Source: an optimization exercise on an open RTL-to-GDS flow (aim: small area, a short achievable clock period and few clock cycles). Production flows keep margins and buffers that such runs may drop.
Only simulation tests tie the RTL to the original design; equivalence was not proved.
Power is estimated from default activity; no workload was simulated.

`design/flow/design.v`:
```
module crc8_step #(
    parameter [7:0] POLY = 8'h07
) (
    input  wire [7:0] crc_in,
    input  wire [7:0] data,
    output reg  [7:0] crc_out
);
    integer k;
    reg [7:0] x;
    always @* begin
        x = crc_in ^ data;
        for (k = 0; k < 8; k = k + 1)
            x = x[7] ? ((x << 1) ^ POLY) : (x << 1);
        crc_out = x;
    end
endmodule
module frame_rx #(
    parameter       QD       = 3,       
    parameter [7:0] CRC_POLY = 8'h07,
    parameter [7:0] CRC_INIT = 8'h00
) (
    input  wire        clk,
    input  wire        rst,
    input  wire        rx_valid,
    input  wire [7:0]  rx_data,
    output wire        rx_ready,
    output wire        msg_valid,
    input  wire        msg_ready,
    output wire [7:0]  msg_data,
    output wire        msg_first,
    output wire        msg_last,
    output wire        rx_idle,
    output reg  [31:0] cnt_msg,
    output reg  [31:0] cnt_cobs_err,
    output reg  [31:0] cnt_short,
    output reg  [31:0] cnt_crc_err,
    output reg  [31:0] cnt_acc_ovf
);
    reg       rdy;
    reg       s_v;
    reg [7:0] s_b;
    reg       s_z;
    wire      xfer = rx_valid & rdy;
    reg [6:0] enc;        
    reg [5:0] rl;         
    reg       doom;       
    reg [1:0] dsat;       
    reg [7:0] crc;
    reg [7:0] mem [0:63];
    reg [6:0] wp;         
    reg [6:0] fs;         
    reg [6:0] rp;         
    wire is_code = (rl == 6'd0);
    wire f_empty = (enc == 7'd0);
    wire f_full  = enc[6];                      
    wire dlm     = s_v & s_z & !f_empty;
    wire ovf     = s_v & !s_z & f_full;
    wire acc     = s_v & !s_z & !f_full;
    wire prod    = acc & (!is_code | !f_empty);
    wire [7:0] x = is_code ? 8'h00 : s_b;
    wire [7:0] crc_next;
    crc8_step #(.POLY(CRC_POLY)) u_crc (.crc_in(crc), .data(x), .crc_out(crc_next));
    wire cobs_bad = doom | !is_code;
    wire short_f  = (dsat != 2'd3);
    wire crc_bad  = (crc != 8'h00);
    wire good     = !cobs_bad & !short_f & !crc_bad;
    wire hold     = dlm & good & qfull;
    wire judge    = dlm & !hold;
    wire e_cobs   = judge & cobs_bad;
    wire e_short  = judge & !cobs_bad & short_f;
    wire e_crc    = judge & !cobs_bad & !short_f & crc_bad;
    wire commit   = judge & !cobs_bad & !short_f & !crc_bad;
    wire drop     = ovf | (judge & !commit);
    wire [6:0] wpm1 = wp - 7'd1;
    reg  [5:0] q [0:QD-1];
    reg  [2:0] qn;
    reg        ov, of, ol, nf;
    reg        idle;
    reg  [7:0] od;
    wire       can   = (qn != 3'd0);
    wire       ld    = can & (!ov | msg_ready);
    reg  [1:0] qh, qt;    
    wire [5:0] rpn2  = rp[5:0] + 6'd2;
    wire       lastb = (rpn2 == q[qh]);
    wire       pop   = ld & lastb;
    wire [6:0] occ = wp - rp;
    wire       qfull = (qn == QD);
    wire       room  = ({1'b0, occ} + {7'd0, prod} + {7'd0, xfer}) <= 8'd63;
    wire       qroom = !(xfer & (rx_data == 8'h00) & (({1'b0, qn} + {3'd0, commit}) >= QD));
    assign rx_ready  = rdy;
    assign msg_valid = ov;
    assign msg_data  = od;
    assign msg_first = of;
    assign msg_last  = ol;
    assign rx_idle   = idle;
    always @(posedge clk) begin
        if (!hold) begin
            s_b <= rx_data;
            s_z <= (rx_data == 8'h00);
        end
        if (prod)
            mem[wp[5:0]] <= x;
        if (commit)
            q[qt] <= wp[5:0];
        if (rst) begin
            rdy  <= 1'b1;
            s_v  <= 1'b0;
            enc  <= 7'd0;
            rl   <= 6'd0;
            doom <= 1'b0;
            dsat <= 2'd0;
            crc  <= CRC_INIT;
            wp   <= 7'd0;
            fs   <= 7'd0;
            rp   <= 7'd0;
            qn   <= 3'd0;
            qh   <= 2'd0;
            qt   <= 2'd0;
            ov   <= 1'b0;
            od   <= 8'h00;
            of   <= 1'b0;
            ol   <= 1'b0;
            nf   <= 1'b1;
            idle <= 1'b1;
            cnt_msg      <= 32'd0;
            cnt_cobs_err <= 32'd0;
            cnt_short    <= 32'd0;
            cnt_crc_err  <= 32'd0;
            cnt_acc_ovf  <= 32'd0;
        end else begin
            rdy <= room & qroom & !hold;
            if (!hold)
                s_v <= xfer;
            if (judge | ovf) begin
                enc  <= 7'd0;
                rl   <= 6'd0;
                doom <= 1'b0;
                dsat <= 2'd0;
                crc  <= CRC_INIT;
            end else if (acc) begin
                enc <= enc + 7'd1;
                if (is_code) begin
                    rl <= s_b[5:0] - 6'd1;
                    if (s_b[7] | (s_b[6] & (s_b[5:0] != 6'd0)))
                        doom <= 1'b1;
                end else begin
                    rl <= rl - 6'd1;
                end
                if (prod) begin
                    crc  <= crc_next;
                    dsat <= dsat + {1'b0, dsat != 2'd3};
                end
            end
            if (commit) begin
                wp <= wpm1;
                fs <= wpm1;
            end else if (drop) begin
                wp <= fs;
            end else if (prod) begin
                wp <= wp + 7'd1;
            end
            if (commit)
                qt <= (qt == QD - 1) ? 2'd0 : qt + 2'd1;
            if (pop)
                qh <= (qh == QD - 1) ? 2'd0 : qh + 2'd1;
            if (commit & !pop)
                qn <= qn + 3'd1;
            else if (!commit & pop)
                qn <= qn - 3'd1;
            idle <= !(hold ? s_v : xfer) & (qn + {2'b00, commit} == {2'b00, pop}) &
                    !(ld | (ov & !msg_ready));
            if (ld) begin
                od <= mem[rp[5:0]];
                of <= nf;
                ol <= lastb;
                ov <= 1'b1;
                nf <= lastb;
                rp <= rp + 7'd1;
            end else if (msg_ready) begin
                ov <= 1'b0;
            end
            if (commit)  cnt_msg      <= cnt_msg + 32'd1;
            if (e_cobs)  cnt_cobs_err <= cnt_cobs_err + 32'd1;
            if (e_short) cnt_short    <= cnt_short + 32'd1;
            if (e_crc)   cnt_crc_err  <= cnt_crc_err + 32'd1;
            if (ovf)     cnt_acc_ovf  <= cnt_acc_ovf + 32'd1;
        end
    end
endmodule
module frame_tx #(
    parameter       CD       = 6,       
    parameter [7:0] CRC_POLY = 8'h07,
    parameter [7:0] CRC_INIT = 8'h00
) (
    input  wire       clk,
    input  wire       rst,
    input  wire       tx_valid,
    input  wire [7:0] tx_data,
    input  wire       tx_last,
    output wire       tx_ready,
    output wire       wire_valid,
    input  wire       wire_ready,
    output wire [7:0] wire_data
);
    localparam [1:0] R_CODE = 2'd0, R_DATA = 2'd1, R_TAIL = 2'd2, R_DELIM = 2'd3;
    localparam CW = (CD > 8) ? 4 : (CD > 4) ? 3 : (CD > 2) ? 2 : 1;   
    reg       rdy;
    reg       s_v, s_l, s_z;
    reg [7:0] s_d;
    wire      xfer = tx_valid & rdy;
    reg  [6:0]   L;       
    reg  [5:0]   sl;      
    reg  [7:0]   crc;
    reg          fin;     
    reg          rsv;     
    reg  [7:0]   mem [0:63];
    reg  [6:0]   wp;      
    reg  [6:0]   rp;      
    reg  [CW-1:0] wi;     
    wire [7:0] crc_next;
    crc8_step #(.POLY(CRC_POLY)) u_crc (.crc_in(crc), .data(s_d), .crc_out(crc_next));
    wire       ckn  = (crc != 8'h00);               
    wire [7:0] code = fin ? {1'b1, L + 7'd1 + {6'd0, ckn}} : {1'b0, L + 7'd1};
    wire [6:0] occ  = wp - rp;
    wire       full = occ[6];
    wire       take = (fin | rsv) & !full;          
    wire [6:0] wp_n = (s_v | take) ? wp + 7'd1 : wp;
    wire [5:0] sl_n = ((s_v & s_z) | take) ? wp[5:0] : sl;
    reg  [5:0] wa;        
    reg        wed;       
    reg        wec;       
    reg  [CD-1:0] cq;          
    reg  [CW:0]   alloc;       
    reg  [CW:0]   mc;          
    reg  [CW-1:0] ri;          
    reg  [1:0] st;
    reg        first;     
    reg  [6:0] left;      
    reg        lc;        
    reg        lr;        
    reg  [7:0] rcrc;      
    reg        wv;
    reg  [7:0] wd;
    wire       adv  = !wv | wire_ready;
    wire [7:0] mr   = mem[rp[5:0]];
    wire       mc1  = mr[7] & cq[ri];                       
    wire       nod  = (mr[6:2] == 5'd0) & (mc1 ? (mr[1:0] == 2'd2) : (mr[1:0] == 2'd1));   
    wire       have = !(st == R_CODE && first) | (mc != 0);
    wire       go   = adv & have;
    wire       done = go & (st == R_DELIM);
    reg        pv;        
    reg        pz;        
    wire [7:0] rcrc_next;
    crc8_step #(.POLY(CRC_POLY)) u_rcrc (.crc_in(rcrc), .data(pz ? 8'h00 : wd), .crc_out(rcrc_next));
    wire [7:0] rcrc_cur = pv ? rcrc_next : rcrc;
    wire room  = ({1'b0, occ} + {7'd0, s_v} + {7'd0, fin} + {7'd0, xfer} + {7'd0, s_v & s_l}) <= 8'd63;
    reg  nb;              
    wire nb_n  = xfer ? tx_last : nb;
    wire aroom = !nb_n || (alloc + {{CW{1'b0}}, xfer & nb}) < CD;
    assign tx_ready   = rdy;
    assign wire_valid = wv;
    assign wire_data  = wd;
    always @(posedge clk) begin
        s_d <= tx_data;
        s_l <= tx_last;
        s_z <= (tx_data == 8'h00);
        if (wed | wec)
            mem[wa] <= wed ? s_d : code;
        wa <= (xfer & (tx_data != 8'h00)) ? wp_n[5:0] : sl_n;
        if (fin)
            cq[wi] <= ckn;
        if ((s_v & s_z) | take)
            sl <= wp[5:0];
        if (rst) begin
            rdy   <= 1'b1;
            s_v   <= 1'b0;
            nb    <= 1'b1;
            L     <= 7'd0;
            crc   <= CRC_INIT;
            fin   <= 1'b0;
            rsv   <= 1'b0;
            wed   <= 1'b0;
            wec   <= 1'b0;
            sl    <= 6'd0;
            wp    <= 7'd1;        
            rp    <= 7'd0;
            wi    <= {CW{1'b0}};
            ri    <= {CW{1'b0}};
            alloc <= {(CW+1){1'b0}};
            mc    <= {(CW+1){1'b0}};
            st    <= R_CODE;
            first <= 1'b1;
            wv    <= 1'b0;
            wd    <= 8'h00;
            pv    <= 1'b0;
        end else begin
            rdy <= room & aroom & !(xfer & tx_last) & !rsv;
            s_v <= xfer;
            nb  <= nb_n;
            if (s_v | take)
                wp <= wp + 7'd1;
            if (s_v) begin
                crc <= crc_next;
                L   <= s_z ? 7'd0 : L + 7'd1;
            end
            fin <= s_v & s_l;
            wed <= xfer & (tx_data != 8'h00);
            wec <= (xfer & (tx_data == 8'h00)) | (s_v & s_l);
            if (fin) begin
                crc <= CRC_INIT;
                L   <= 7'd0;
                wi  <= (wi == CD - 1) ? {CW{1'b0}} : wi + 1'b1;
            end
            rsv <= (fin | rsv) & full;
            if ((xfer & nb) & !done)
                alloc <= alloc + 1'b1;
            else if (!(xfer & nb) & done)
                alloc <= alloc - 1'b1;
            if (fin & !(go & (st == R_CODE) & first))
                mc <= mc + 1'b1;
            else if (!fin & (go & (st == R_CODE) & first))
                mc <= mc - 1'b1;
            rcrc <= rcrc_cur;
            pv   <= 1'b0;
            if (adv)
                wv <= have;
            if (go) begin
                case (st)
                    R_CODE: begin
                        wd    <= {1'b0, mr[6:0]};
                        left  <= mr[6:0];
                        lc    <= mc1;
                        lr    <= mr[7];
                        first <= 1'b0;
                        rp    <= rp + 7'd1;
                        if (first)
                            rcrc <= CRC_INIT;
                        pv    <= !first;
                        pz    <= 1'b1;
                        if (nod)
                            st <= mr[7] ? R_TAIL : R_CODE;
                        else
                            st <= R_DATA;
                    end
                    R_DATA: begin
                        wd   <= mr;
                        rp   <= rp + 7'd1;
                        pv   <= 1'b1;
                        pz   <= 1'b0;
                        left <= left - 7'd1;
                        if (left == {6'd0, lc} + 7'd2)
                            st <= lr ? R_TAIL : R_CODE;
                    end
                    R_TAIL: begin
                        wd <= cq[ri] ? rcrc_cur : 8'h01;
                        st <= R_DELIM;
                    end
                    default: begin
                        wd    <= 8'h00;
                        st    <= R_CODE;
                        first <= 1'b1;
                        ri    <= (ri == CD - 1) ? {CW{1'b0}} : ri + 1'b1;
                    end
                endcase
            end
        end
    end
endmodule
module esp32_frame_link (
    input  wire        clk,
    input  wire        rst,
    input  wire        rx_valid,
    input  wire [7:0]  rx_data,
    output wire        rx_ready,
    output wire        msg_valid,
    input  wire        msg_ready,
    output wire [7:0]  msg_data,
    output wire        msg_first,
    output wire        msg_last,
    output wire        rx_idle,
    output wire [31:0] cnt_msg,
    output wire [31:0] cnt_cobs_err,
    output wire [31:0] cnt_short,
    output wire [31:0] cnt_crc_err,
    output wire [31:0] cnt_acc_ovf,
    input  wire        tx_valid,
    input  wire [7:0]  tx_data,
    input  wire        tx_last,
    output wire        tx_ready,
    output wire        wire_valid,
    input  wire        wire_ready,
    output wire [7:0]  wire_data
);
    frame_rx u_rx (
        .clk(clk), .rst(rst),
        .rx_valid(rx_valid), .rx_data(rx_data), .rx_ready(rx_ready),
        .msg_valid(msg_valid), .msg_ready(msg_ready), .msg_data(msg_data),
        .msg_first(msg_first), .msg_last(msg_last), .rx_idle(rx_idle),
        .cnt_msg(cnt_msg), .cnt_cobs_err(cnt_cobs_err), .cnt_short(cnt_short),
        .cnt_crc_err(cnt_crc_err), .cnt_acc_ovf(cnt_acc_ovf)
    );
    frame_tx u_tx (
        .clk(clk), .rst(rst),
        .tx_valid(tx_valid), .tx_data(tx_data), .tx_last(tx_last), .tx_ready(tx_ready),
        .wire_valid(wire_valid), .wire_ready(wire_ready), .wire_data(wire_data)
    );
endmodule
```
`design/flow/flow/run.sh`:
```
#!/bin/bash
set -o pipefail
export SETUP_SLACK_MARGIN=6.7
bash standard.sh > flow_standard.log 2>&1
```
`design/flow/standard.sh`:
```
#!/bin/bash
# synth_recipe.tcl (not shown) runs the flow's synth.tcl, then flattens the netlist and writes it again
# the make line also repeats each setting of config.mk as NAME=value (left out here)
make -C /OpenROAD-flow-scripts/flow DESIGN_CONFIG=/design/flow/config.mk WORK_HOME=/design/flow/orfs CLKGATE_MAP_FILE= SYNTH_SCRIPT=/design/flow/synth_recipe.tcl "${@:-finish}"
```
`design/flow/config.mk`:
```
export PLATFORM = sky130hd
export DESIGN_NAME = esp32_frame_link
export DESIGN_NICKNAME = esp32_frame_link
export VERILOG_FILES = /design/flow/design.v
export SDC_FILE = /design/flow/constraint.sdc
export NUM_CORES = 4
export LEC_CHECK = 0
export CAP_MARGIN = 20
export CORE_MARGIN = 2
export CORE_UTILIZATION = 80
export CTS_BUF_LIST = sky130_fd_sc_hd__clkbuf_8
export CTS_CLUSTER_DIAMETER = 150
export CTS_CLUSTER_SIZE = 14
export SLEW_MARGIN = 20
```
`design/flow/constraint.sdc`:
```
create_clock -name core_clock -period 10.0 [get_ports {clk}]
set_input_delay 2.0000 -clock core_clock [delete_from_list [all_inputs] [get_ports {clk}]]
set_output_delay 2.0000 -clock core_clock [all_outputs]
set_load 0.01 [all_outputs]
```
==> flow_summary.yaml, run 1 <==
status:
  status: "stopped before the end"
  lastStage: "global routing (5_1_grt)"
  stop_error: "[ERROR GRT-0232] Routing congestion too high. Check the congestion heatmap in the GUI."
yosys:
  synthesis.nets: 3862
  yosysSeqAreaShare: 0.6784
  yosysWarnings: 3
  yosys.area_share.simple: 0.08697
  syn_inst: 3782
  synth-adder-area-share: 0.01330
  synth.area.mux_share: 0.1183
  synth_compound_area_frac: 0.04296
  synth_top_flop_cell: "edfxtp_1"
  synth_top_family_by_area: "multiplexers"
  synthXorXnorAreaFrac: 0.04386
  synth_edf_count: 1075
  synth.avg_cell_area_um2: 15.08
  synth-async-reset-ratio: 0
  synth_seq_cells: 1395
  synthesis.area_mm2: 0.05703
  synth_cell_types: 84
floorplanning:
  die_w_um: 271.0
  rows: 97
  io_pins: 206
  die_h_um: 271.0
  start_util: 0.8115
placement:
  place_hpwl_um: 106300
  gp_congestion: 0.9181
  post-place-ws_ps: 5156
  io_buffers: 205
sta:
  grt-worst-endpoint: "cnt_acc_ovf[21]"
  worst_endpoint_kind: "output port"
clock_tree:
  cts-root-buf: "clkbuf_8"
  cts_buffers: 109
  htreeDepth: 3
  clkSinkCount: 1395
  hold_buffers: 0
  clockBufferDepth: 3
grt:
  overflow: 2469
  grt_max_degree: 150
  grt_use_total: 0.8700
cells by family after synthesis:
logic type                 Yosys count
DFF                               1395
and+or+nand+nor                   1065
AOI/OAI and AO/OA                  398
muxes                              355
xor gates and xnor gates           284
buffers and inverters              228
adders and majority gates           57
stage by stage:
| step | power [mW] | area (um^2) | std cells | hold WS [ps] | util |
|---|---|---|---|---|---|
| after floorplan | 8.425 | 57190 | 3782 | 432.2 | - |
| after global placement | 8.917 | 60030 | 4791 | 441.8 | 0.8543 |
| after detailed placement | 9.155 | 60030 | 4791 | 458.5 | 0.8543 |
| after CTS | 12.02 | 63660 | 5142 | 478.7 | 0.9059 |
worst min-delay path by stage:
stage,endpoint,slack [ps]
floorplan,u_rx.fs[4],430
global placement,u_rx.fs[4],440
detailed placement,u_rx.fs[5],460
CTS,u_rx.fs[5],480
routing by layer:
layer | overflow | GRT usage
met1 | 36 | 0.8522
met2 | 1653 | 1.064
met3 | 28 | 0.6637
met4 | 746 | 0.9510
met5 | 6 | 0.3066
power groups by stage:
| stage | Sequential, mW | Combinational [mW] | Clock (mW) |
|---|---|---|---|
| after CTS | 6.82 | 2.39 | 2.81 |
| after detailed placement | 7.00 | 2.16 | 0 |
| after global placement | 6.97 | 1.95 | 0 |
| after floorplan | 6.88 | 1.54 | 0 |
cell usage after synthesis, types with 17 or more instances:
master / count / area (um^2)
inv_1: 54 / 202.7
a21oi_1: 128 / 640.6
mux4_2: 254 / 5720
nand2b_1: 19 / 118.9
clkbuf_1: 108 / 405.4
dfxtp_1: 320 / 6406
nor4_1: 17 / 106.4
nor3_1: 40 / 200.2
buf_1: 19 / 71.32
or3_1: 43 / 269.0
xor2_1: 152 / 1331
nand3_1: 95 / 475.5
nor2_1: 481 / 1805
o21ai_0: 105 / 525.5
o221ai_1: 17 / 148.9
xnor2_1: 131 / 1147
nand2_1: 198 / 743.2
mux2i_1: 89 / 890.9
ha_1: 51 / 638.1
nor2b_1: 27 / 168.9
edfxtp_1: 1075 / 32280
and3_1: 32 / 200.2
a22oi_1: 47 / 352.8
buf_2: 39 / 195.2
nand4_1: 40 / 250.2
a211oi_1: 18 / 135.1
repair_timing:
| action | in CTS |
|---|---|
| setup endpoints to repair | 801 |
| setup buffers | 175 |
| pin swaps | 9 |
| resized for setup | 1226 |
| gates cloned | 2 |
Testbench counts, summed over its fixed seeds: cycles 32,702.
==> run 2, diff against run 1 <==
--- a/design/flow/config.mk
+++ b/design/flow/config.mk
@@ -9,3 +9,3 @@
 export CORE_MARGIN = 2
-export CORE_UTILIZATION = 80
+export CORE_UTILIZATION = 76
 export CTS_BUF_LIST = sky130_fd_sc_hd__clkbuf_8
==> flow_summary.yaml, run 2 <==
worst_setup_path:
  critPathMaxFanout: 26
  cp_data_arrival_time_ps: 4010
  path_common_cell: "a21oi_1"
  crit_family: "compound AO/OA/AOI/OAI gates"
  cp-start-kind: "register"
  max_stage_delay_ps: 620
  path_buf_inv: 1
  crit_path_end_kind: "register"
  worstPathCellList: "buf_16 > mux4_2 > a22oi_1 > a21oi_1 > nor3_1 > a21oi_1 > nor3_1 > o2111ai_1 > nand3_1 > a21oi_1"
  required_ps: 10630
  slowest_stage: "a22oi_1"
  path_class: "reg -> reg"
detailed_routing:
  antenna_left: 0
  avgViaCountPerCell: 6.856
  wire_per_inst_um: 27.82
  first_pass_iters: 6
  drt_iter0_markers: 4379
  drc_errors: 0
  num_vias: 35540
  finalWirelength_um: 144200
floorplanning:
  dieArea_mm2: 0.07724
  die_w_um: 277.9
  core-area_mm2: 0.07432
  die_h_um: 277.9
  start_util: 0.7673
  io_pins: 206
  rows: 100
sta:
  slew_headroom: 0.1968
  drv_slew: 0
  finalCritPeriodShare: 0.3384
  rsz0062_at_grt: "true"
  setup-tns-final_ps: 0
  tightest_slew_ps: 1205
  setup_viol: 0
  period_minus_slack_ps: 3384
  hold_ws_ps: 464.5
  hold_viol_final: 0
  final.setup_skew_ps: 36.37
  clock.fmax_ghz: 0.2956
cells_and_area:
  finalNetCount: 4240
  syn2layout_area_growth_pct: 11.45
  reg.largest.list: "u_rx.mem x512, u_tx.mem x512"
  layout_commonest_cell: "edfxtp_1"
  final_cell_mix: "edfxtp_1 (1075), nor2_1 (424), mux4_2 (254), buf_4 (251), nand2_1 (194)"
  drive_above_1_share: 0.2690
clock_tree:
  hold_buffers: 0
  cts_tree: "done"
  clkLatencyLatePin_ps: 790
  cts-root-buf: "clkbuf_8"
  cts_buffers: 109
  clkSinkCount: 1395
  clockBufferDepth: 3
  clk_pin_slew_ps: 100
  htreeDepth: 3
yosys:
  synth.avg_cell_area_um2: 15.08
  synth_top_flop_cell: "edfxtp_1"
  synth_top_area_cell: "edfxtp_1"
  synth_top_area_frac: 0.5661
  yosysSeqAreaShare: 0.6784
  yosysWarnings: 3
  yosysMostFrequentCell: "edfxtp_1"
  synthTopCellsByArea: "edfxtp_1 (57%), dfxtp_1 (11%), mux4_2 (10%)"
  synth_seq_cells: 1395
  synth-async-reset-ratio: 0
  synth_edf_count: 1075
  synth_cell_types: 84
  synthTopCellsByCount: "edfxtp_1 (1075), nor2_1 (481), dfxtp_1 (320), mux4_2 (254), nand2_1 (198)"
  synthesis.area_mm2: 0.05703
  synthesis.nets: 3862
  syn_inst: 3782
status:
  status: "timing/DRC/antenna clean"
placement:
  place_hpwl_um: 88450
  gp_congestion: 0.9049
  io_buffers: 205
worst_hold_path:
  min_path_type: "reg -> reg"
power_and_ir_drop:
  internal-power_mw: 8.580
  power_switching_mw: 3.366
  leakagePower_nw: 21.48
  comb_power_share: 0.195
  pwr-share-seq: 0.570
  power.density_mw_per_mm2: 188.0
  p_clk_frac: 0.235
  switching_share: 0.2818
  peakVddDrop_mv: 0.1415
grt:
  first_global_vias: 35780
  grt_pass1_wl_um: 215500
  overflow: 0
  antenna_found_initial: 2
  grt_max_degree: 89
  grt_use_total: 0.3742
run:
  cap_violations: 0
-- run 2: final cells by class --
| class | instances | area [um^2] |
|---|---|---|
| Inverter | 58 | 231.5 |
| Sequential cell | 1395 | 39080 |
| Clock inverter | 51 | 232.7 |
| Fill cell | 3287 | 10770 |
| Timing Repair Buffer | 437 | 3306 |
| Clock buffer | 112 | 1541 |
| Antenna cell | 2 | 5.005 |
| Multi-Input combinational cell | 2159 | 17950 |
| Tap cell | 969 | 1212 |
-- run 2: power by group through the flow --
stage / logic (mW) / clock network [mW] / registers [mW]
after floorplan: 1.54 / 0 / 6.88
after global placement: 1.98 / 0 / 6.96
after detailed placement: 2.09 / 0 / 6.98
after CTS: 2.22 / 2.80 / 6.81
after global routing: 2.48 / 3.00 / 6.82
final: 2.33 / 2.81 / 6.81
-- run 2: kinds of logic after synthesis --
| family | count (synthesis) | synth area share |
|---|---|---|
| xor gates and xnor gates | 284 | 0.04386 |
| buffers and inverters | 228 | 0.01619 |
| and+or+nand+nor | 1065 | 0.08697 |
| DFF | 1395 | 0.6784 |
| AOI/OAI and AO/OA | 398 | 0.04296 |
| adders and majority gates | 57 | 0.01330 |
| muxes | 355 | 0.1183 |
-- run 2: worst paths after layout --
| path | from | to | slack (ps) | depth (start not counted) |
|---|---|---|---|---|
| max reg2reg | register | u_tx.st[0] | 6620 | 10 |
| min | u_rx.fs[4] | u_rx.fs[4] | 460 | 2 |
| min reg2reg | u_rx.fs[4] | u_rx.fs[4] | 460 | 2 |
| max | register | u_tx.st[0] | 6620 | 10 |
-- run 2: timing repair --
| item | 4_1_cts | 5_1_grt |
|---|---|---|
| pin swaps | 7 | 4 |
| endpoints found under the setup margin | 894 | 737 |
| cloned | 1 | 0 |
| endpoints found under the hold margin | 0 | 0 |
| resized for setup | 1103 | 80 |
| buffers inserted | 162 | 29 |
-- run 2: per-stage QoR --
step | cell area (um^2) | utilization | std cells | power (mW) | setup WS [ps]
finish | 63560 | 0.8552 | 5183 | 11.95 | 6616
global route | 63560 | 0.8552 | 5183 | 12.30 | 6631
CTS | 63040 | 0.8482 | 5152 | 11.83 | 6519
detailed placement | 60100 | 0.8086 | 4826 | 9.073 | 5525
global placement | 60100 | 0.8086 | 4826 | 8.945 | 5616
floorplan | 57190 | - | 3782 | 8.425 | 6164
-- run 2: routing by layer --
layer	GRT usage	share of wire	vias to the layer above
met4	0.2096	0.066	0
met3	0.06426	0.092	561
met2	0.6315	0.51	2446
met1	0.4654	0.33	17520
met5	0	0	-
li1	-	-	15010
-- run 2: worst reg2reg max path: stages, from the launching register on --
cell,delay [ps]
dfxtp_4,440
buf_16,250
mux4_2,600
a22oi_1,620
a21oi_1,170
nor3_1,300
a21oi_1,200
nor3_1,240
o2111ai_1,190
nand3_1,150
a21oi_1,80

## separate check: timing with driven ports
In the flow no input, the clock included, has a driving cell. The finished layout below was timed again as built, in two steps.
Step 1 sets driving cells, clkbuf_16 on the clock port and buf_2 on the other inputs (assumed; they add their load-dependent delay and slew).
Step 2 moves the port delays by t, midway between the first and last clock arrival at a register: inputs arrive t later, outputs are due t later. That takes back most of the time a late clock gives input paths.
Three values: no drivers, after step 1, after step 2; two values: the first two.
run: run 2
t (ns): 0.836
slack for setup (ns): 6.616 / 6.616 / 5.963
hold slack, ns: 0.465 / 0.465 / 0.465
latest minus earliest clock arrival (ns): 0.037 / 0.036
After both steps run 2 still meets setup and hold. The setup slack of run 2 moves by 0.000 ns with the drivers and by -0.653 ns with both steps.
